Context: an optimization exercise on an open-source flow, tuned for a short achievable clock period and few clock cycles. The choices shown serve that exercise and are no tape-out recipe. The RTL was checked by simulation tests, not by an equivalence proof against the original design. Power and IR drop assume default switching activity.

--- flow/design.v ---
module lm15_lge (
    input  wire        clk,
    input  wire        rst,
    input  wire        cmd_valid,
    input  wire [87:0] cmd_word,
    output wire        busy,
    output reg         ill,
    output reg         lcd_ce,       
    output reg         lcd_rs,       
    output reg         tx_valid,
    output reg  [7:0]  tx_data,
    input  wire        tx_ready,
    output reg         mem_re,
    output reg  [1:0]  mem_space,    
    output reg  [15:0] mem_addr,
    input  wire [15:0] mem_rdata
);
    localparam [3:0] IL_TAG_YS_LO = 4'h4;
    localparam [3:0] IL_TAG_YS_HI = 4'h5;
    localparam [3:0] IL_TAG_YE_LO = 4'h6;
    localparam [3:0] IL_TAG_YE_HI = 4'h7;
    localparam [3:0] IL_TAG_MODE  = 4'h8;
    localparam [1:0] SP_FONT = 2'd0, SP_TEXT = 2'd1, SP_PIXB = 2'd2, SP_PIXT = 2'd3;
    reg        busy_r;
    reg        start;                  
    reg [7:0]  op, a, b, c, d;
    reg [15:0] fg, bg, ptr;
    assign busy = busy_r;
    wire take = cmd_valid & ~busy_r;
    always @(posedge clk) begin
        if (~busy_r) begin
            op  <= cmd_word[87:80];
            a   <= cmd_word[79:72];
            b   <= cmd_word[71:64];
            c   <= cmd_word[63:56];
            d   <= cmd_word[55:48];
            fg  <= cmd_word[47:32];
            bg  <= cmd_word[31:16];
            ptr <= cmd_word[15:0];
        end
    end
    reg        pv;                     
    reg [7:0]  px0, py0, px1, py1;     
    reg [8:0]  pw, ph;                 
    reg        pdata;                  
    reg        pmem;                   
    reg        pglyph;                 
    reg        dv;
    reg [79:0] dbytes;                 
    reg [8:0]  drem;                   
    reg        ddata, dzero, dmem, dglyph;
    reg [8:0]  dw, dh;
    wire       gen_load;               
    localparam [4:0]
        PR_IDLE  = 5'd0,
        PR_DEC   = 5'd1,
        PR_LINE  = 5'd2,               
        PR_L2    = 5'd3,               
        PR_L3    = 5'd4,               
        PR_B1    = 5'd5,               
        PR_B2    = 5'd6,               
        PR_B3    = 5'd7,               
        PR_B4    = 5'd8,               
        PR_R1    = 5'd9,
        PR_R2    = 5'd10,
        PR_R3    = 5'd11,
        PR_TRD   = 5'd12,              
        PR_TW1   = 5'd13,
        PR_TCH   = 5'd14,              
        PR_TCH2  = 5'd15,              
        PR_TRW   = 5'd16,              
        PR_TW2   = 5'd17,
        PR_TWW   = 5'd18,
        PR_TCOL  = 5'd19,              
        PR_TW3   = 5'd20,
        PR_TBITS = 5'd21,
        PR_TMB   = 5'd22,              
        PR_TNXT  = 5'd23,              
        PR_TSP   = 5'd24;              
    reg [4:0]  pst;
    reg        prod_busy;
    reg [7:0]  lx, ly, lx2, ly2, ldx, ldy;
    reg        lsy;                    
    reg        lhv;                    
    reg signed [10:0] lerr;
    reg        lstx, lsty;
    reg [7:0]  rx1, ry1;
    reg [7:0]  sx;                     
    reg [7:0]  sy7;                    
    reg [15:0] sp;                     
    reg [7:0]  sch;
    reg [10:0] sgt;                    
    reg [10:0] sgb;                    
    reg [7:0]  sgw, scol, sbits;
    reg        mbv;
    reg [7:0]  mb;
    wire       mb_take;                
    reg        mb_put;                 
    reg [7:0]  mb_val;
    reg        f_on;
    reg [15:0] f_ptr;
    reg [1:0]  f_space;
    reg        s_re;
    reg [1:0]  s_space;
    reg [15:0] s_addr;
    always @(*) begin
        s_re = 1'b0; s_space = SP_FONT; s_addr = {5'b0, sgb};
        case (pst)
            PR_DEC:  begin s_re = (op == 8'h20); s_space = SP_TEXT; s_addr = ptr; end
            PR_TRD:  begin s_re = 1'b1; s_space = SP_TEXT; s_addr = sp; end
            PR_TRW:  s_re = 1'b1;
            PR_TCOL: s_re = (scol != sgw);
            default: ;
        endcase
    end
    wire [7:0] ac1   = a + c - 8'd1;
    wire [7:0] bd1   = b + d - 8'd1;
    wire       swp   = (a > c);
    wire [7:0] il_ye = a + b - 8'd1;
    wire [7:0] n_x   = swp ? c : a;
    wire [7:0] n_x2  = swp ? a : c;
    wire       vmin  = (b > d);
    wire [7:0] n_y   = (a == c) ? (vmin ? d : b) : (swp ? d : b);
    wire [7:0] n_y2  = (a == c) ? (vmin ? b : d) : (swp ? b : d);
    wire [8:0] ldy_s = {1'b0, ly2} - {1'b0, ly};
    wire [8:0] ldy_n = {1'b0, ly} - {1'b0, ly2};
    wire signed [10:0] sdx = $signed({3'b0, ldx});
    wire signed [10:0] sdy = $signed({3'b0, ldy});
    wire [10:0] gb6 = {sgt[8:0], 2'b00} + {sgt[9:0], 1'b0};
    task set_p;
        input [7:0] x0, y0, x1, y1;
        input [8:0] w, h;
        input       dat, mem, gly;
        begin
            pv <= 1'b1;
            px0 <= x0; py0 <= y0; px1 <= x1; py1 <= y1;
            pw <= w; ph <= h;
            pdata <= dat; pmem <= mem; pglyph <= gly;
        end
    endtask
    reg        raw_go;
    reg [79:0] raw_bytes;
    reg [8:0]  raw_rem;
    always @(*) begin
        raw_go    = 1'b0;
        raw_bytes = 80'd0;
        raw_rem   = 9'd0;
        if (pst == PR_DEC) case (op)
            8'h02: begin raw_go = 1'b1; raw_rem = 9'b11;
                raw_bytes[79:56] = {8'hF4, 4'hB, a[7:4], 4'hA, a[3:0]}; end
            8'h03: begin raw_go = 1'b1; raw_rem = 9'b1;
                raw_bytes[79:64] = {8'hF0, 7'b1000_000, a[0]}; end
            8'h04: begin raw_go = 1'b1; raw_rem = 9'b1;
                raw_bytes[79:64] = {8'hF0, a[0] ? 8'h99 : 8'h91}; end
            8'h05: begin raw_go = 1'b1; raw_rem = 9'b11;
                raw_bytes[79:56] = {8'hF0, 4'h4, a[3:0], 4'h5, a[7:4]}; end
            8'h06: begin raw_go = 1'b1; raw_rem = 9'b1111111;
                raw_bytes[79:16] = {8'hF5, IL_TAG_YS_LO, a[3:0], IL_TAG_YS_HI, a[7:4],
                                    8'hF5, IL_TAG_YE_LO, il_ye[3:0], IL_TAG_YE_HI, il_ye[7:4],
                                    8'hF5, IL_TAG_MODE, 2'b00, c[1:0]}; end
            default: ;
        endcase
    end
    always @(posedge clk) begin
        if (rst) begin
            pst       <= PR_IDLE;
            prod_busy <= 1'b0;
            pv        <= 1'b0;
            ill       <= 1'b0;
            f_on      <= 1'b0;
        end else begin
            if (!busy_r) f_on <= 1'b0;
            case (pst)
                PR_IDLE: if (take) begin
                    pst       <= PR_DEC;
                    prod_busy <= 1'b1;
                end
                PR_DEC: begin
                    rx1 <= ac1; ry1 <= bd1;
                    lx <= n_x; lx2 <= n_x2; ly <= n_y; ly2 <= n_y2;
                    lhv <= (a == c) | (b == d);
                    case (op)
                        8'h01: begin set_p(a, b, ac1, bd1, {1'b0, c}, {1'b0, d}, 1'b0, 1'b0, 1'b0);
                                     pst <= PR_IDLE; prod_busy <= 1'b0; end
                        8'h02, 8'h03, 8'h04, 8'h05, 8'h06: begin
                                     pst <= PR_IDLE; prod_busy <= 1'b0; end
                        8'h10: begin set_p(a, b, a, b, 9'd1, 9'd1, 1'b1, 1'b0, 1'b0);
                                     pst <= PR_IDLE; prod_busy <= 1'b0; end
                        8'h11: pst <= PR_LINE;
                        8'h12: begin set_p(a, b, ac1, bd1, {1'b0, c}, {1'b0, d}, 1'b1, 1'b0, 1'b0);
                                     pst <= PR_IDLE; prod_busy <= 1'b0; end
                        8'h13: begin set_p(a, b, ac1, b, {1'b0, c}, 9'd1, 1'b1, 1'b0, 1'b0);
                                     pst <= PR_R1; end
                        8'h14: begin set_p(8'd0, 8'd0, 8'd100, 8'd79, 9'd101, 9'd80, 1'b1, 1'b0, 1'b0);
                                     pst <= PR_IDLE; prod_busy <= 1'b0; end
                        8'h15, 8'h16: begin
                            set_p(a, b, ac1, bd1, {1'b0, c}, {1'b0, d}, 1'b1, 1'b1, 1'b0);
                            f_on <= 1'b1;
                            pst <= PR_IDLE; prod_busy <= 1'b0;
                        end
                        8'h20: begin
                            sx <= a; sy7 <= b + 8'd7; sp <= ptr;
                            pst <= PR_TW1;
                        end
                        default: begin
                            ill <= 1'b1;
                            pst <= PR_IDLE; prod_busy <= 1'b0;
                        end
                    endcase
                end
                PR_LINE: if (!pv) begin
                    if (lhv) begin
                        set_p(lx, ly, lx2, ly2, {1'b0, lx2 - lx} + 9'd1, {1'b0, ly2 - ly} + 9'd1,
                              1'b1, 1'b0, 1'b0);
                        pst <= PR_IDLE; prod_busy <= 1'b0;
                    end else begin
                        set_p(lx, ly, lx, ly, 9'd1, 9'd1, 1'b1, 1'b0, 1'b0);
                        pst <= PR_L2;
                    end
                end
                PR_L2: begin
                    ldx <= lx2 - lx;
                    lsy <= ldy_s[8];
                    ldy <= ldy_s[8] ? ldy_n[7:0] : ldy_s[7:0];
                    pst <= PR_L3;
                end
                PR_L3: begin
                    lerr <= (ldx > ldy) ? $signed({4'b0, ldx[7:1]}) : -$signed({4'b0, ldy[7:1]});
                    pst <= PR_B1;
                end
                PR_B1: begin
                    lstx <= (lerr > -sdx);
                    lsty <= (lerr < sdy);
                    pst <= PR_B2;
                end
                PR_B2: begin
                    if (lstx) begin lerr <= lerr - sdy; lx <= lx + 8'd1; end
                    pst <= PR_B3;
                end
                PR_B3: begin
                    if (lsty) begin lerr <= lerr + sdx; ly <= lsy ? (ly - 8'd1) : (ly + 8'd1); end
                    pst <= PR_B4;
                end
                PR_B4: if (!pv) begin
                    set_p(lx, ly, lx, ly, 9'd1, 9'd1, 1'b1, 1'b0, 1'b0);
                    if (lx == lx2 && ly == ly2) begin pst <= PR_IDLE; prod_busy <= 1'b0; end
                    else pst <= PR_B1;
                end
                PR_R1: if (!pv) begin
                    set_p(a, ry1, rx1, ry1, {1'b0, c}, 9'd1, 1'b1, 1'b0, 1'b0);
                    pst <= PR_R2;
                end
                PR_R2: if (!pv) begin
                    set_p(a, b, a, ry1, 9'd1, {1'b0, d}, 1'b1, 1'b0, 1'b0);
                    pst <= PR_R3;
                end
                PR_R3: if (!pv) begin
                    set_p(rx1, b, rx1, ry1, 9'd1, {1'b0, d}, 1'b1, 1'b0, 1'b0);
                    pst <= PR_IDLE; prod_busy <= 1'b0;
                end
                PR_TRD: pst <= PR_TW1;
                PR_TW1: pst <= PR_TCH;
                PR_TCH: begin
                    sch <= mem_rdata[7:0];
                    sgt <= {3'b000, mem_rdata[7:0]} - 11'd32;
                    pst <= PR_TCH2;
                end
                PR_TCH2: begin
                    if (sch == 8'h00) begin pst <= PR_IDLE; prod_busy <= 1'b0; end
                    else if (!pv) begin
                        set_p(sx, b, sx, sy7, 9'd1, 9'd8, 1'b1, 1'b0, 1'b1);
                        sx  <= sx + 8'd1;
                        sp  <= sp + 16'd1;
                        sgb <= gb6;
                        pst <= PR_TRW;
                    end
                end
                PR_TRW: begin
                    sgb <= sgb + 11'd1;
                    pst <= PR_TW2;
                end
                PR_TW2: pst <= PR_TWW;
                PR_TWW: begin sgw <= mem_rdata[7:0]; scol <= 8'd0; pst <= PR_TCOL; end
                PR_TCOL: begin
                    if (scol != sgw) begin
                        sgb <= sgb + 11'd1;
                        scol <= scol + 8'd1;
                        pst <= PR_TW3;
                    end else pst <= PR_TSP;
                end
                PR_TW3: pst <= PR_TBITS;
                PR_TBITS: begin sbits <= mem_rdata[7:0]; pst <= PR_TMB; end
                PR_TMB: if (!mbv) pst <= PR_TNXT;
                PR_TNXT: if (!pv) begin
                    set_p(sx, b, sx, sy7, 9'd1, 9'd8, 1'b1, 1'b0, 1'b1);
                    sx  <= sx + 8'd1;
                    pst <= PR_TCOL;
                end
                PR_TSP: if (!mbv) pst <= PR_TRD;
                default: pst <= PR_IDLE;
            endcase
            if (pv && !dv) pv <= 1'b0;
        end
    end
    always @(*) begin
        mb_put = 1'b0;
        mb_val = sbits;
        if (pst == PR_TMB && !mbv) mb_put = 1'b1;
        if (pst == PR_TSP && !mbv) begin mb_put = 1'b1; mb_val = 8'h00; end
    end
    always @(posedge clk) begin
        if (rst) mbv <= 1'b0;
        else if (mb_put) begin mbv <= 1'b1; mb <= mb_val; end
        else if (mb_take) mbv <= 1'b0;
    end
    wire [7:0] xs = {px0[6:0] + 7'd3, 1'b0};      
    wire [7:0] xe = {px1[6:0] + 7'd3, 1'b1};      
    always @(posedge clk) begin
        if (rst) begin
            dv <= 1'b0;
        end else begin
            if (gen_load) dv <= 1'b0;
            if (!dv && raw_go) begin
                dv     <= 1'b1;
                dbytes <= raw_bytes;
                drem   <= raw_rem;
                ddata  <= 1'b0;
            end else if (!dv && pv) begin
                dv     <= 1'b1;
                dbytes <= {8'hF0, 4'h0, xs[3:0], 4'h1, xs[7:4], 4'h2, py0[3:0], 4'h3, py0[7:4],
                           8'hF5, 4'h0, xe[3:0], 4'h1, xe[7:4], 4'h2, py1[3:0], 4'h3, py1[7:4]};
                drem   <= 9'h1FF;
                ddata  <= pdata;
                dzero  <= (pw == 9'd0) | (ph == 9'd0);
                dw     <= pw;
                dh     <= ph;
                dmem   <= pmem;
                dglyph <= pglyph;
            end
        end
    end
    reg [15:0] fq0, fq1, fq2, fq3;
    reg [1:0]  fwp, frp;
    reg [2:0]  fcnt;
    reg        rd_pend;                
    reg        f_iss;                  
    wire       fpop;
    reg [15:0] fhead;
    always @(*) begin
        case (frp)
            2'd0: fhead = fq0;
            2'd1: fhead = fq1;
            2'd2: fhead = fq2;
            default: fhead = fq3;
        endcase
    end
    wire [2:0] fcred = fcnt + {2'b0, rd_pend} + {2'b0, f_iss};
    wire       f_go  = f_on & busy_r & (fcred < 3'd4);
    always @(posedge clk) begin
        if (rst) begin
            fwp <= 2'd0; frp <= 2'd0; fcnt <= 3'd0;
            rd_pend <= 1'b0; f_iss <= 1'b0;
            mem_re <= 1'b0;
        end else begin
            if (rd_pend) case (fwp)
                2'd0: fq0 <= mem_rdata;
                2'd1: fq1 <= mem_rdata;
                2'd2: fq2 <= mem_rdata;
                default: fq3 <= mem_rdata;
            endcase
            if (!busy_r) begin
                fwp <= 2'd0; frp <= 2'd0; fcnt <= 3'd0;
                rd_pend <= 1'b0;
            end else begin
                rd_pend <= f_iss;
                if (rd_pend) fwp <= fwp + 2'd1;
                if (fpop) frp <= frp + 2'd1;
                fcnt <= fcnt + {2'b0, rd_pend} - {2'b0, fpop};
            end
            if (pst == PR_DEC) begin
                f_ptr <= ptr; f_space <= op[0] ? SP_PIXB : SP_PIXT;
            end
            f_iss <= f_go;
            if (f_go) begin
                mem_re <= 1'b1; mem_space <= f_space; mem_addr <= f_ptr;
                f_ptr <= f_ptr + 16'd1;
            end else begin
                mem_re <= s_re; mem_space <= s_space; mem_addr <= s_addr;
            end
        end
    end
    reg        g_idle, g_win, g_gap1, g_data, g_ce1, g_gap2;
    reg [79:0] wsh;
    reg [8:0]  wrem;
    reg        g_has, g_zero, g_mem, g_gly;
    reg [8:0]  g_w, g_cols, g_rows;
    reg [7:0]  g_bits;
    reg [15:0] pc;
    reg        hilo, lastp, col1;
    reg        s_full;
    reg        s_ce, s_rs, s_txv, s_last;
    reg [7:0]  s_byte;
    wire gen_rdy = ~s_full;
    wire fin     = ~prod_busy & ~pv & ~dv;       
    wire g_wait  = g_gap1 & g_gly & ~mbv;        
    wire g_start = g_idle & dv;                  
    reg        gv, b_ce, b_rs, b_txv, b_last;
    reg [7:0]  b_byte;
    always @(*) begin
        gv = 1'b0; b_ce = 1'b0; b_rs = 1'b1; b_txv = 1'b0; b_last = 1'b0;
        b_byte = hilo ? pc[7:0] : pc[15:8];
        if (g_win)   begin gv = 1'b1; b_ce = 1'b1; b_rs = 1'b0; b_txv = 1'b1; b_byte = wsh[79:72]; end
        if (g_start) begin gv = 1'b1; b_ce = 1'b1; b_rs = 1'b0; b_txv = 1'b1; b_byte = dbytes[79:72]; end
        if (g_gap1)  begin gv = ~g_wait; end
        if (g_data)  begin gv = 1'b1; b_ce = 1'b1; b_txv = 1'b1; end
        if (g_ce1)   begin gv = 1'b1; b_ce = 1'b1; end
        if (g_gap2)  begin gv = 1'b1; b_last = fin; end
        if (g_idle & busy_r & ~start & fin) begin gv = 1'b1; b_last = 1'b1; end
    end
    wire gstep = gen_rdy & ~g_wait;
    assign gen_load = gstep & dv & (g_idle | g_gap2);
    assign mb_take  = gstep & g_gap1 & g_gly;
    wire        cbit   = g_gap1 ? mb[7] : g_bits[7];
    wire [15:0] ncolor = g_mem ? fhead : ((g_gly & ~cbit) ? bg : fg);
    wire pair_next = (g_gap1 & ~g_zero) | (g_data & hilo & ~lastp);
    assign fpop = gstep & pair_next & g_mem;
    always @(posedge clk) begin
        if (rst) begin
            g_idle <= 1'b1; g_win <= 1'b0; g_gap1 <= 1'b0; g_data <= 1'b0;
            g_ce1 <= 1'b0; g_gap2 <= 1'b0;
        end else if (gstep) begin
            if (gen_load) begin
                g_idle <= 1'b0; g_win <= 1'b1; g_gap2 <= 1'b0;
                if (g_idle) begin
                    wsh <= {dbytes[71:0], 8'h00}; wrem <= {1'b0, drem[8:1]};
                end else begin
                    wsh <= dbytes; wrem <= drem;
                end
                g_has <= ddata; g_zero <= dzero; g_mem <= dmem; g_gly <= dglyph;
                g_w <= dw; g_cols <= dw; g_rows <= dh;
            end else if (g_gap2) begin
                g_gap2 <= 1'b0; g_idle <= 1'b1;
            end
            if (g_win) begin
                wsh  <= {wsh[71:0], 8'h00};
                wrem <= {1'b0, wrem[8:1]};
                if (!wrem[0]) begin
                    g_win <= 1'b0;
                    if (g_has) g_gap1 <= 1'b1; else g_gap2 <= 1'b1;
                end
            end
            if (g_gap1) begin
                g_gap1 <= 1'b0;
                hilo   <= 1'b0;
                if (g_zero) g_ce1 <= 1'b1; else g_data <= 1'b1;
                g_bits <= {mb[6:0], 1'b0};
            end
            if (g_ce1) begin g_ce1 <= 1'b0; g_gap2 <= 1'b1; end
            if (g_data) begin
                hilo <= ~hilo;
                if (!hilo) begin
                    lastp <= (g_cols == 9'd1) & (g_rows == 9'd1);
                    col1  <= (g_cols == 9'd1);
                end else if (lastp) begin
                    g_data <= 1'b0; g_gap2 <= 1'b1;
                end else begin
                    if (col1) begin g_cols <= g_w; g_rows <= g_rows - 9'd1; end
                    else g_cols <= g_cols - 9'd1;
                end
                if (hilo) g_bits <= {g_bits[6:0], 1'b0};
            end
            if (pair_next) pc <= ncolor;
        end
    end
    wire o_adv = ~tx_valid | tx_ready;
    always @(posedge clk) begin
        if (rst) begin
            lcd_ce <= 1'b0; lcd_rs <= 1'b1; tx_valid <= 1'b0; tx_data <= 8'h00;
            s_full <= 1'b0;
            busy_r <= 1'b0;
            start  <= 1'b0;
        end else begin
            start <= take;
            if (take) busy_r <= 1'b1;
            if (o_adv) begin
                if (s_full) begin
                    lcd_ce <= s_ce; lcd_rs <= s_rs; tx_valid <= s_txv; tx_data <= s_byte;
                    s_full <= 1'b0;
                    if (s_last) busy_r <= 1'b0;
                end else if (gv) begin
                    lcd_ce <= b_ce; lcd_rs <= b_rs; tx_valid <= b_txv; tx_data <= b_byte;
                    if (b_last) busy_r <= 1'b0;
                end else begin
                    tx_valid <= 1'b0;
                end
            end else if (gv & ~s_full) begin
                s_full <= 1'b1;
                s_ce <= b_ce; s_rs <= b_rs; s_txv <= b_txv; s_byte <= b_byte; s_last <= b_last;
            end
        end
    end
endmodule
--- flow/flow/run.sh ---
#!/bin/bash
# Standard layout, with the setup repair steps aiming at extra slack so that
# the resizer works on every path rather than only failing ones.
set -euo pipefail
bash standard.sh SETUP_SLACK_MARGIN=7 finish > flow_make.log 2>&1
--- flow/standard.sh ---
#!/bin/bash
# synth_recipe.tcl (not shown) runs the flow's synth.tcl, then flattens the netlist and writes it again
# the make line also repeats each setting of config.mk as NAME=value (left out here)
make -C /OpenROAD-flow-scripts/flow DESIGN_CONFIG=/design/flow/config.mk WORK_HOME=/design/flow/orfs CLKGATE_MAP_FILE= SYNTH_SCRIPT=/design/flow/synth_recipe.tcl "${@:-finish}"
--- flow/config.mk ---
export PLATFORM = sky130hd
export DESIGN_NAME = lm15_lge
export DESIGN_NICKNAME = lm15_lge
export VERILOG_FILES = /design/flow/design.v
export SDC_FILE = /design/flow/constraint.sdc
export NUM_CORES = 4
export LEC_CHECK = 0
export CAP_MARGIN = 20
export CORE_MARGIN = 2
export CORE_UTILIZATION = 40
export SLEW_MARGIN = 20
--- flow/constraint.sdc ---
create_clock -name core_clock -period 10.0 [get_ports {clk}]
set_input_delay 2.0000 -clock core_clock [delete_from_list [all_inputs] [get_ports {clk}]]
set_output_delay 2.0000 -clock core_clock [all_outputs]
set_load 0.01 [all_outputs]
==> flow_summary.toml, run 1 <==
[synth]
synth_edf_count = 625
synth_warnings = 1
ys.flop_type = "edfxtp_1"
syn_avg_cell_area_um2 = 11.3
synth-seq-cells = 666
synth_top_area_share = 0.546
syn_area_um2 = 34300
synthDistinctLibCells = 86
synthCells = 3032
async_flop_share = 0
ys_top_cells_by_area = "edfxtp_1, ha_1, nand2_1, o21ai_0, xnor2_1"
ys_seq_area_frac = 0.570
yosysTopAreaCell = "edfxtp_1"

[hold_path]
hold_start = "dglyph"
hp-class = "register to register"

[layout]
final_core_utilization = 0.475
drive_gt1_frac = 0.119
layout_commonest_cell = "edfxtp_1"
final_cell_mix = "edfxtp_1, nand2_1, o21ai_0"
instances_no_fill = 4405
design_area_um2 = 40400
final_nets = 3470
area_growth_pct = 17.7

[critical_path]
crit_path_end = "mem_addr[1]"
critical_path_class = "register to primary output"
rr_worst_depth = 11
crit_arrival_ns = 1.20
path_cells = "buf_2"
critPathMaxFanout = 1
crit_family = "flip-flops"
required_ns = 8.00
path_buf_inv = 1
slowest_stage = "edfxtp_1"
slowest_delay_ns = 0.41
reg2reg_slack_ns = 7.05
crit_cells = 1
critPathLaunch = "mem_addr[1]"
reg2reg_to = "ph[6]"
timing.critical_path.from_type = "register"
r2r_start = "ly2[0]"
end_kind = "primary output"

[drt]
drt_iter0_drc = 2332
vias = 24100
drc = 0
routed_wirelength_um = 90700
drt_pre_antenna_iters = 6
via_per_inst = 5.46
antenna_left = 0
routedWlPerCell_um = 20.6

[placement]
place_inst = 4210
gp_congestion = 0.921
portBuffers = 139
dpl_cell_area_um2 = 37100
hpwl_um = 63800

[floorplanning]
die_w_um = 297
core-area_um2 = 85100
die_height_um = 297
ios = 140
dieArea_um2 = 88200
rows = 107
start_util = 0.403

[clock_network]
clock_path_buffers = 3
postCtsHoldBufs = 0
path_clk_slew_ns = 0.06
tritoncts = "yes"
numCtsBuffers = 77
htreeDepth = 3
cts-root-buf = "clkbuf_16"
worstSkewPairLatency_ns = 0.64
cts.sinks = 666

[grt]
antenna_found_initial = 5
grt_max_degree = 83
grt_pass1_wl_um = 137000
grt_usage = 0.200
grt_pass1_vias = 22800
grt-ovfl-total = 0

[sta]
relSlewSlack = 0.312
setup_viol = 0
fin_crit_ns = 3.20
timing.final.max_slew_violations = 0
rsz0062_at_grt = "yes"
finClkSkew_ns = 0.0259
period_share = 0.320
tns_ns = 0
worst_slew_pin_slew_ns = 1.03
finalHoldWorstSlack_ns = 0.424
hold_violations = 0
max_freq_mhz = 313

[run]
drv_cap = 0

[power_and_ir_drop]
peakVddDrop_mv = 0.144
p_leak_nw = 14.8
p_per_area_nw_per_um2 = 238

[status]
status = "complete, no violations"
[through the flow]
stage	setup WS [ns]	total power, W
after detailed placement	5.67	0.00653
after global placement	5.73	0.00651
after CTS	6.74	0.00958
final	6.80	0.00961
after global routing	6.75	0.0101
after floorplan	5.36	0.00571
[worst min path at each step]
stage	to	slack (ns)	depth (start not counted)
final	g_gly	0.42	0
after global routing	g_zero	0.43	0
after CTS	g_gly	0.41	0
after detailed placement	g_mem	0.41	0
after global placement	g_zero	0.40	0
after floorplan	g_gly	0.40	0
[flip-flops by register name (all words and copies together) (netlist names), 11 cells and up]
signal	flops
wsh	73
dbytes	46
bg	16
f_ptr	16
fg	16
fq0	16
fq1	16
fq2	16
fq3	16
mem_addr	16
pc	16
ptr	16
sp	16
lerr	11
sgb	11
[cells in the mapped netlist (all sizes together), types with 46 or more instances]
master  instances
a21oi         151
ha            156
xnor2          98
o21ai         232
xor2           71
edfxtp        625
nor2          227
nand2         342
mux2i          85
inv           175
clkbuf        118
and2           46
nand3          77
[final cells by class]
type	count	area (um^2)
Fill cell	7738	44700
Tap cell	1144	1430
Multi-Input combinational cell	2052	14000
Clock buffer	95	2060
Timing Repair Buffer	223	2050
Sequential cell	666	19600
Inverter	176	669
Clock inverter	48	621
Antenna cell	1	2.50
[metal layers]
layer / routed length, um / share of wire / track usage / vias to the layer above
met5: 31 / 0.00034 / 0 / -
met2: 40900 / 0.45 / 0.310 / 768
met1: 41000 / 0.45 / 0.280 / 11600
met3: 5870 / 0.065 / 0.0363 / 156
li1: - / - / - / 11500
met4: 2960 / 0.033 / 0.0719 / 4
[power breakdown]
group          leakage, nW  internal, W  switching [W]
Sequential            6.13      0.00367       0.000281
Clock                 1.29      0.00179        0.00119
Combinational         7.38      0.00102        0.00167
Total                 14.8      0.00648        0.00313
[timing repair]
item,in CTS,in global routing
pin swaps,3,6
setup buffers,16,29
cloned,2,2
resized for setup,193,43
setup endpoints to repair,528,305
endpoints found under the hold margin,0,0
[logic make-up after synthesis]
| family | Yosys count | share of synthesized area |
|---|---|---|
| simple gates | 905 | 0.121 |
| compound gates | 693 | 0.130 |
| flops | 666 | 0.570 |
| buf+inv | 318 | 0.0386 |
| xor+xnor | 169 | 0.0431 |
| fa+ha+maj | 167 | 0.0629 |
| mux | 113 | 0.0340 |
| other cells | 1 | 0.000109 |
Testbench counts, summed over its fixed seeds: cycles 215,838.
==> run 2, diff against run 1 <==
--- a/flow/design.v
+++ b/flow/design.v
@@ -25,5 +25,6 @@
     reg        start;                  
     reg [7:0]  op, a, b, c, d;
-    reg [15:0] fg, bg, ptr;
+    reg [15:0] fg, bg;
+    reg [15:0] ptr;                    
     assign busy = busy_r;
     wire take = cmd_valid & ~busy_r;
@@ -37,5 +38,4 @@
             fg  <= cmd_word[47:32];
             bg  <= cmd_word[31:16];
-            ptr <= cmd_word[15:0];
         end
     end
@@ -46,5 +46,6 @@
     reg        pmem;                   
     reg        pglyph;                 
-    reg        dv;
+    reg        dv;                     
+    reg        dfree;                  
     reg [79:0] dbytes;                 
     reg [8:0]  drem;                   
@@ -52,4 +53,6 @@
     reg [8:0]  dw, dh;
     wire       gen_load;               
+    wire       win_shift;              
+    wire       win_last;               
     localparam [4:0]
         PR_IDLE  = 5'd0,
@@ -85,9 +88,4 @@
     reg signed [10:0] lerr;
     reg        lstx, lsty;
-    reg [7:0]  rx1, ry1;
-    reg [7:0]  sx;                     
-    reg [7:0]  sy7;                    
-    reg [15:0] sp;                     
-    reg [7:0]  sch;
     reg [10:0] sgt;                    
     reg [10:0] sgb;                    
@@ -99,5 +97,4 @@
     reg [7:0]  mb_val;
     reg        f_on;
-    reg [15:0] f_ptr;
     reg [1:0]  f_space;
     reg        s_re;
@@ -108,5 +105,5 @@
         case (pst)
             PR_DEC:  begin s_re = (op == 8'h20); s_space = SP_TEXT; s_addr = ptr; end
-            PR_TRD:  begin s_re = 1'b1; s_space = SP_TEXT; s_addr = sp; end
+            PR_TRD:  begin s_re = 1'b1; s_space = SP_TEXT; s_addr = ptr; end
             PR_TRW:  s_re = 1'b1;
             PR_TCOL: s_re = (scol != sgw);
@@ -128,4 +125,5 @@
     wire signed [10:0] sdy = $signed({3'b0, ldy});
     wire [10:0] gb6 = {sgt[8:0], 2'b00} + {sgt[9:0], 1'b0};
+    wire        s_nul = (sgt == 11'h7E0);               
     task set_p;
         input [7:0] x0, y0, x1, y1;
@@ -177,5 +175,4 @@
                 end
                 PR_DEC: begin
-                    rx1 <= ac1; ry1 <= bd1;
                     lx <= n_x; lx2 <= n_x2; ly <= n_y; ly2 <= n_y2;
                     lhv <= (a == c) | (b == d);
@@ -191,4 +188,5 @@
                                      pst <= PR_IDLE; prod_busy <= 1'b0; end
                         8'h13: begin set_p(a, b, ac1, b, {1'b0, c}, 9'd1, 1'b1, 1'b0, 1'b0);
+                                     lx2 <= ac1; ly2 <= bd1;
                                      pst <= PR_R1; end
                         8'h14: begin set_p(8'd0, 8'd0, 8'd100, 8'd79, 9'd101, 9'd80, 1'b1, 1'b0, 1'b0);
@@ -200,5 +198,5 @@
                         end
                         8'h20: begin
-                            sx <= a; sy7 <= b + 8'd7; sp <= ptr;
+                            lx <= a; ly2 <= b + 8'd7;
                             pst <= PR_TW1;
                         end
@@ -248,13 +246,13 @@
                 end
                 PR_R1: if (!pv) begin
-                    set_p(a, ry1, rx1, ry1, {1'b0, c}, 9'd1, 1'b1, 1'b0, 1'b0);
+                    set_p(a, ly2, lx2, ly2, {1'b0, c}, 9'd1, 1'b1, 1'b0, 1'b0);
                     pst <= PR_R2;
                 end
                 PR_R2: if (!pv) begin
-                    set_p(a, b, a, ry1, 9'd1, {1'b0, d}, 1'b1, 1'b0, 1'b0);
+                    set_p(a, b, a, ly2, 9'd1, {1'b0, d}, 1'b1, 1'b0, 1'b0);
                     pst <= PR_R3;
                 end
                 PR_R3: if (!pv) begin
-                    set_p(rx1, b, rx1, ry1, 9'd1, {1'b0, d}, 1'b1, 1'b0, 1'b0);
+                    set_p(lx2, b, lx2, ly2, 9'd1, {1'b0, d}, 1'b1, 1'b0, 1'b0);
                     pst <= PR_IDLE; prod_busy <= 1'b0;
                 end
@@ -262,14 +260,12 @@
                 PR_TW1: pst <= PR_TCH;
                 PR_TCH: begin
-                    sch <= mem_rdata[7:0];
                     sgt <= {3'b000, mem_rdata[7:0]} - 11'd32;
                     pst <= PR_TCH2;
                 end
                 PR_TCH2: begin
-                    if (sch == 8'h00) begin pst <= PR_IDLE; prod_busy <= 1'b0; end
+                    if (s_nul) begin pst <= PR_IDLE; prod_busy <= 1'b0; end
                     else if (!pv) begin
-                        set_p(sx, b, sx, sy7, 9'd1, 9'd8, 1'b1, 1'b0, 1'b1);
-                        sx  <= sx + 8'd1;
-                        sp  <= sp + 16'd1;
+                        set_p(lx, b, lx, ly2, 9'd1, 9'd8, 1'b1, 1'b0, 1'b1);
+                        lx  <= lx + 8'd1;
                         sgb <= gb6;
                         pst <= PR_TRW;
@@ -293,6 +289,6 @@
                 PR_TMB: if (!mbv) pst <= PR_TNXT;
                 PR_TNXT: if (!pv) begin
-                    set_p(sx, b, sx, sy7, 9'd1, 9'd8, 1'b1, 1'b0, 1'b1);
-                    sx  <= sx + 8'd1;
+                    set_p(lx, b, lx, ly2, 9'd1, 9'd8, 1'b1, 1'b0, 1'b1);
+                    lx  <= lx + 8'd1;
                     pst <= PR_TCOL;
                 end
@@ -300,5 +296,5 @@
                 default: pst <= PR_IDLE;
             endcase
-            if (pv && !dv) pv <= 1'b0;
+            if (pv && dfree) pv <= 1'b0;
         end
     end
@@ -318,14 +314,22 @@
     always @(posedge clk) begin
         if (rst) begin
-            dv <= 1'b0;
+            dv    <= 1'b0;
+            dfree <= 1'b1;
         end else begin
             if (gen_load) dv <= 1'b0;
-            if (!dv && raw_go) begin
+            if (win_shift) begin
+                dbytes <= {dbytes[71:0], 8'h00};
+                drem   <= {1'b0, drem[8:1]};
+                if (win_last) dfree <= 1'b1;
+            end
+            if (dfree && raw_go) begin
                 dv     <= 1'b1;
+                dfree  <= 1'b0;
                 dbytes <= raw_bytes;
                 drem   <= raw_rem;
                 ddata  <= 1'b0;
-            end else if (!dv && pv) begin
+            end else if (dfree && pv) begin
                 dv     <= 1'b1;
+                dfree  <= 1'b0;
                 dbytes <= {8'hF0, 4'h0, xs[3:0], 4'h1, xs[7:4], 4'h2, py0[3:0], 4'h3, py0[7:4],
                            8'hF5, 4'h0, xe[3:0], 4'h1, xe[7:4], 4'h2, py1[3:0], 4'h3, py1[7:4]};
@@ -361,5 +365,5 @@
             fwp <= 2'd0; frp <= 2'd0; fcnt <= 3'd0;
             rd_pend <= 1'b0; f_iss <= 1'b0;
-            mem_re <= 1'b0;
+            mem_re <= 1'b0; mem_space <= SP_FONT; mem_addr <= 16'h0000;
         end else begin
             if (rd_pend) case (fwp)
@@ -378,11 +382,8 @@
                 fcnt <= fcnt + {2'b0, rd_pend} - {2'b0, fpop};
             end
-            if (pst == PR_DEC) begin
-                f_ptr <= ptr; f_space <= op[0] ? SP_PIXB : SP_PIXT;
-            end
+            if (pst == PR_DEC) f_space <= op[0] ? SP_PIXB : SP_PIXT;
             f_iss <= f_go;
             if (f_go) begin
-                mem_re <= 1'b1; mem_space <= f_space; mem_addr <= f_ptr;
-                f_ptr <= f_ptr + 16'd1;
+                mem_re <= 1'b1; mem_space <= f_space; mem_addr <= ptr;
             end else begin
                 mem_re <= s_re; mem_space <= s_space; mem_addr <= s_addr;
@@ -390,7 +391,9 @@
         end
     end
+    always @(posedge clk) begin
+        if (~busy_r) ptr <= cmd_word[15:0];
+        else if (f_go || (pst == PR_TCH2 && !s_nul && !pv)) ptr <= ptr + 16'd1;
+    end
     reg        g_idle, g_win, g_gap1, g_data, g_ce1, g_gap2;
-    reg [79:0] wsh;
-    reg [8:0]  wrem;
     reg        g_has, g_zero, g_mem, g_gly;
     reg [8:0]  g_w, g_cols, g_rows;
@@ -410,6 +413,5 @@
         gv = 1'b0; b_ce = 1'b0; b_rs = 1'b1; b_txv = 1'b0; b_last = 1'b0;
         b_byte = hilo ? pc[7:0] : pc[15:8];
-        if (g_win)   begin gv = 1'b1; b_ce = 1'b1; b_rs = 1'b0; b_txv = 1'b1; b_byte = wsh[79:72]; end
-        if (g_start) begin gv = 1'b1; b_ce = 1'b1; b_rs = 1'b0; b_txv = 1'b1; b_byte = dbytes[79:72]; end
+        if (g_win | g_start) begin gv = 1'b1; b_ce = 1'b1; b_rs = 1'b0; b_txv = 1'b1; b_byte = dbytes[79:72]; end
         if (g_gap1)  begin gv = ~g_wait; end
         if (g_data)  begin gv = 1'b1; b_ce = 1'b1; b_txv = 1'b1; end
@@ -419,6 +421,8 @@
     end
     wire gstep = gen_rdy & ~g_wait;
-    assign gen_load = gstep & dv & (g_idle | g_gap2);
-    assign mb_take  = gstep & g_gap1 & g_gly;
+    assign gen_load  = gstep & dv & (g_idle | g_gap2);
+    assign win_shift = gstep & (g_win | g_start);
+    assign win_last  = ~drem[0];
+    assign mb_take   = gstep & g_gap1 & g_gly;
     wire        cbit   = g_gap1 ? mb[7] : g_bits[7];
     wire [15:0] ncolor = g_mem ? fhead : ((g_gly & ~cbit) ? bg : fg);
@@ -432,9 +436,4 @@
             if (gen_load) begin
                 g_idle <= 1'b0; g_win <= 1'b1; g_gap2 <= 1'b0;
-                if (g_idle) begin
-                    wsh <= {dbytes[71:0], 8'h00}; wrem <= {1'b0, drem[8:1]};
-                end else begin
-                    wsh <= dbytes; wrem <= drem;
-                end
                 g_has <= ddata; g_zero <= dzero; g_mem <= dmem; g_gly <= dglyph;
                 g_w <= dw; g_cols <= dw; g_rows <= dh;
@@ -442,11 +441,7 @@
                 g_gap2 <= 1'b0; g_idle <= 1'b1;
             end
-            if (g_win) begin
-                wsh  <= {wsh[71:0], 8'h00};
-                wrem <= {1'b0, wrem[8:1]};
-                if (!wrem[0]) begin
-                    g_win <= 1'b0;
-                    if (g_has) g_gap1 <= 1'b1; else g_gap2 <= 1'b1;
-                end
+            if (g_win & win_last) begin
+                g_win <= 1'b0;
+                if (g_has) g_gap1 <= 1'b1; else g_gap2 <= 1'b1;
             end
             if (g_gap1) begin
==> flow_summary.toml, run 2 <==
[status]
status = "complete, no violations"

[drt]
routed_wirelength_um = 83600
vias = 22000
drt_pre_antenna_iters = 9
drc = 0
antenna_left = 0
via_per_inst = 5.67
drt_iter0_drc = 2349
routedWlPerCell_um = 21.6

[clock_network]
postCtsHoldBufs = 0
worstSkewPairLatency_ns = 0.64
tritoncts = "yes"
htreeDepth = 2
path_clk_slew_ns = 0.06
cts.sinks = 551
clock_path_buffers = 3
numCtsBuffers = 59
cts-root-buf = "clkbuf_16"

[layout]
final_nets = 3143
layout_commonest_cell = "edfxtp_1"
largest_register_ffs = 72
area_growth_pct = 18.4
largest_register = "dbytes"
final_cell_mix = "edfxtp_1, nor2_1, nand2_1"
design_area_um2 = 34800
drive_gt1_frac = 0.121
antennaDiodeCount = 0

[placement]
dpl_cell_area_um2 = 31900
portBuffers = 139
pre_cts_slack_ns = 5.75
hpwl_um = 59100
gp_congestion = 0.945

[grt]
grt_usage = 0.215
grt_max_degree = 44
grt-ovfl-total = 0
grt_pass1_vias = 21000
grt_pass1_wl_um = 125000
antenna_found_initial = 2

[floorplanning]
die_w_um = 275
rows = 99
die_height_um = 275
dieArea_um2 = 75700
ios = 140
start_util = 0.404
core-area_um2 = 72800

[critical_path]
slowest_delay_ns = 0.35
timing.critical_path.from_type = "register"
crit_arrival_ns = 1.20
rr_worst_depth = 6
crit_cells = 2
path_cells = "buf_12 -> buf_6"
end_kind = "primary output"
critPathMaxFanout = 2
critical_path_class = "register to primary output"
required_ns = 8.00
path_buf_inv = 2
crit_family = "flip-flops"
slowest_stage = "dfxtp_4"

[sta]
max_freq_mhz = 313
tns_ns = 0
setup_viol = 0
hold_violations = 0
worst_slew_pin_slew_ns = 1.01
period_share = 0.320
fin_ws_ns = 6.80
relSlewSlack = 0.322
finClkSkew_ns = 0.0157
rsz0062_at_grt = "yes"
fin_crit_ns = 3.20
timing.final.max_slew_violations = 0

[synth]
syn_area_um2 = 29400
synth_warnings = 1
yosysTopAreaCell = "edfxtp_1"
synth_top_area_share = 0.501
netlist_top_cells_count = "edfxtp_1, nor2_1, nand2_1, a21oi_1, inv_1"
yosysMostFrequentCell = "edfxtp_1"
synth-seq-cells = 551
ys_seq_area_frac = 0.542
synthDistinctLibCells = 80
ys.flop_type = "edfxtp_1"
synth_edf_count = 491
async_flop_share = 0
syn_avg_cell_area_um2 = 10.9
synthCells = 2703
ys_top_cells_by_area = "edfxtp_1, ha_1, dfxtp_1, nor2_1, a21oi_1"

[power_and_ir_drop]
peakVddDrop_mv = 0.178
p_leak_nw = 13.0
p_per_area_nw_per_um2 = 235

[hold_path]
holdPathStages = 0
hp-class = "register to register"

[run]
drv_cap = 0
-- run 2: final timing paths --
check	start	to	slack, ns
min reg2reg	dglyph	g_gly	0.43
min	dglyph	g_gly	0.43
max	busy_r	busy	6.80
max reg2reg	pst[1]	px1[0]	7.01
-- run 2: where the power goes --
| part | switching (W) | internal (W) | total, W |
|---|---|---|---|
| clock network | 0.000961 | 0.00128 | 0.00224 |
| registers | 0.000278 | 0.00305 | 0.00333 |
| logic | 0.00160 | 0.00100 | 0.00261 |
-- run 2: metrics by stage --
stage / power [W] / util / hold WS, ns / cells
6_report: 0.00817 / 0.478 / 0.425 / 3877
5_1_grt: 0.00857 / 0.478 / 0.433 / 3877
4_1_cts: 0.00807 / 0.471 / 0.430 / 3835
3_5_place_dp: 0.00572 / 0.438 / 0.415 / 3700
3_3_place_gp: 0.00567 / 0.438 / 0.409 / 3700
2_1_floorplan: 0.00495 / - / 0.400 / 2703
-- run 2: what timing repair did --
item / 4_1_cts / 5_1_grt
gates cloned: 8 / 1
resized for setup: 210 / 43
endpoints found under the setup margin: 443 / 334
buffers inserted: 16 / 41
pin swaps: 2 / 8
-- run 2: cell families after synthesis --
| logic type | Yosys count | synth area share |
|---|---|---|
| adders and majority gates | 167 | 0.0736 |
| DFF | 551 | 0.542 |
| buffers and inverters | 289 | 0.0382 |
| AOI/OAI and AO/OA | 617 | 0.135 |
| xor gates and xnor gates | 152 | 0.0453 |
| muxes | 100 | 0.0350 |
| and+or+nand+nor | 827 | 0.131 |
-- run 2: area by class of cell --
| class | instances | area, um^2 |
|---|---|---|
| clock inverters | 45 | 467 |
| well taps | 959 | 1200 |
| multi-input cells | 1867 | 12900 |
| fillers | 6586 | 38000 |
| inverters | 167 | 634 |
| clock buffers | 66 | 1510 |
| repair buffers | 222 | 2180 |
| flip-flops and latches | 551 | 16000 |
-- run 2: per-layer routing --
metal | vias to the layer above | track usage | share of wire
met5 | - | 0 | 0.00030
met4 | 4 | 0.0706 | 0.033
met3 | 169 | 0.0379 | 0.071
met2 | 842 | 0.350 | 0.46
met1 | 10700 | 0.291 | 0.43
li1 | 10300 | - | -
Testbench counts of run 2, summed over its fixed seeds: cycles 215,838.

[re-timing with driven ports]
The results above use ideal ports. As a check the final layouts listed here were re-extracted and re-timed, cells and wires unchanged. Step 1: set_driving_cell puts a clkbuf_16 on clk and a buf_2 on each other input, an assumption about the parent block. Step 2 also shifts input and output timing later by t, the mid clock arrival at the registers, as if the neighbouring blocks saw the same clock. Slacks: ideal / step 1 / step 2; pairs: ideal / step 1.
run	shift t [ns]	setup WS [ns]	slew at the worst register clock pin (ns)	pins driven straight from the clock port
run 1	0.690	6.804 / 6.737 / 6.388	0.06 / 0.06	1
run 2	0.691	6.804 / 6.741 / 6.365	0.07 / 0.07	1
After both steps setup and hold are still met in every run listed. The setup slack of run 2, which loses most, moves by -0.063 ns with the drivers and by -0.439 ns with both steps.
